Source: an optimization exercise on an open RTL-to-GDS flow (aim: small area, a short achievable clock period and few clock cycles per item). Production flows keep margins and buffers that such runs may drop. Function was checked by simulation only, so behaviour that the tests miss may differ from the original. The clock port is modelled as an ideal driver; clocking choices that lean on that would not hold on a real chip. No activity file was given, so power comes from the tool's default toggle rates.

// alpha_line
module alpha_line (
    input  wire         clk,
    input  wire         rst,         
    input  wire         cmd_valid,
    output wire         cmd_ready,
    input  wire [127:0] cmd,
    output wire         rsp_valid,
    input  wire         rsp_ready,
    output wire [47:0]  rsp,
    output wire         ev_valid,
    output wire [1:0]   ev_kind,
    output wire [63:0]  ev_data
);
    localparam [1:0] EV_BEGIN  = 2'd0;
    localparam [1:0] EV_WRITE  = 2'd1;
    localparam [1:0] EV_REPEAT = 2'd2;
    localparam [1:0] EV_IDLE   = 2'd3;
    localparam [3:0] S_IDLE  = 4'd0;
    localparam [3:0] S_PREP  = 4'd1;
    localparam [3:0] S_DIV   = 4'd2;
    localparam [3:0] S_SKIP  = 4'd3;
    localparam [3:0] S_Q0    = 4'd4;
    localparam [3:0] S_Q1    = 4'd5;
    localparam [3:0] S_Q2    = 4'd6;
    localparam [3:0] S_Q3    = 4'd7;
    localparam [3:0] S_FIN   = 4'd8;
    localparam [3:0] S_FILL  = 4'd9;
    localparam [3:0] S_FILLE = 4'd10;
    localparam [3:0] S_FWAIT = 4'd11;
    function [16:0] add16;           
        input [15:0] a;
        input [15:0] b;
        input        ci;
        reg          cy;
        reg   [15:0] s;
        integer      i;
        begin
            cy = ci;
            for (i = 0; i < 16; i = i + 1) begin
                s[i] = a[i] ^ b[i] ^ cy;
  ...
clock: 80.0 ns
lec_check: 0
abc_area: 1
cap_margin: 20
core_margin: 2
core_utilization: 40
cts_cluster_diameter: 100
cts_cluster_size: 20
slew_margin: 20
standard.sh (not shown) runs the stock make flow with config.mk's settings and CLKGATE_MAP_FILE= SYNTH_SCRIPT=/design/flow/synth_recipe.tcl, a recipe that flattens the netlist after the stock synthesis.
==> flow/flow/run.sh <==
#!/bin/bash
# The standard layout (standard.sh: the standard synthesis through finish)
# with these changes to how the layout is made:
# - the port buffers are plain buf_1 cells instead of the delay-cell default;
# - after CTS the clock port drives up to four first-level clock buffers
#   directly instead of through one extra root buffer (bypass_root.tcl);
# - constant outputs share one tie cell.
set -euo pipefail
here=$(pwd)
export BUFFER_PORTS_ARGS="-buffer_cell sky130_fd_sc_hd__buf_1"
export POST_CTS_TCL="$here/flow/bypass_root.tcl"
export SKIP_REPAIR_TIE_FANOUT=1
bash standard.sh > flow_standard.log 2>&1
Other scripts of this flow, unchanged in this note and not shown: flow/flow/bypass_root.tcl
Testbench counts at the start, summed over its fixed seeds: cycles 398,202, items 4,800.
Rerun with:
--- a/flow/config.mk
+++ b/flow/config.mk
@@ -10,3 +10,3 @@
 export CORE_MARGIN = 2
-export CORE_UTILIZATION = 40
+export CORE_UTILIZATION = 60
 export CTS_CLUSTER_DIAMETER = 100
After rerunning: Maximum frequency is higher slightly; die area is lower by a quarter to a third; worst setup slack improved by 0.074 ns; total power is lower by a few percent; clock skew barely changes; design area is lower by a few percent; critical path depth stays the same; via count is lower slightly; synthesized area stays the same; sequential power hardly moves; core utilization is higher by 20 points.

alpha_line, a different RTL version from the one above (not shown whole).
Size: ~2800 cells after synthesis, ~23000 sq um of cells after synthesis.
Settings: LEC_CHECK=0, ABC_AREA=1, CAP_MARGIN=20, CORE_MARGIN=2, CORE_UTILIZATION=40, CTS_CLUSTER_DIAMETER=100, CTS_CLUSTER_SIZE=20, SLEW_MARGIN=20; clock period 80.0 ns.
==> flow/flow/run.sh <==
#!/bin/bash
set -euo pipefail
export BUFFER_PORTS_ARGS="-buffer_cell sky130_fd_sc_hd__buf_1"
bash standard.sh > flow_standard.log 2>&1
Testbench counts at the start, summed over its fixed seeds: cycles 398,202, items 4,800.
Rerun with:
==> flow/flow/run.sh (replaced) <==
#!/bin/bash
set -euo pipefail
export BUFFER_PORTS_ARGS="-buffer_cell sky130_fd_sc_hd__buf_2"
bash standard.sh > flow_standard.log 2>&1
Effect: The changed run ran to the end with no violations. Count of clock-buffer cells in the layout does not change. Worst setup slack gets better by 49 ps. Non-clock buffer count is lower by 1. Utilization is higher by 0.51 points. Cell count barely changes. Via count is higher slightly. Register-to-register slack gets worse by 710 ps. Sequential cell count is unchanged. Sequential share of layout area is lower by 0.35 points. Sequential power stays flat.

what the ideal ports hide:
The flow's constraints put no driver on any port. The routed layouts listed below were extracted and timed again, unchanged, in two steps.
Step 1, drivers: a clkbuf_16 drives clk and a buf_2 each remaining input, both assumed.
Step 2 adds t to the input delays and takes it off the output delays; t is the mean of the earliest and latest rising clock arrival at the registers after step 1. Input paths then give back, and output paths get back, about the clock's delay inside the block.
Three values: ideal, step 1, step 2; two values: the first two.
run | t, ns | slack for setup (ns) | worst register clock-pin slew, ns | worst data-port slew with drivers (ns) | cell pins on the clock port's net
the first run of note 1 | 0.436 | 63.060 / 62.953 / 63.235 | 0.09 / 0.09 | 0.05 | 4
the second run of note 1 | 0.417 | 63.134 / 63.034 / 63.206 | 0.09 / 0.09 | 0.04 | 4
the first run of note 2 | 0.587 | 62.853 / 62.796 / 63.252 | 0.10 / 0.10 | 0.04 | 1
the second run of note 2 | 0.603 | 62.903 / 62.841 / 63.219 | 0.10 / 0.10 | 0.10 | 1
After both steps every run listed still meets setup and hold.
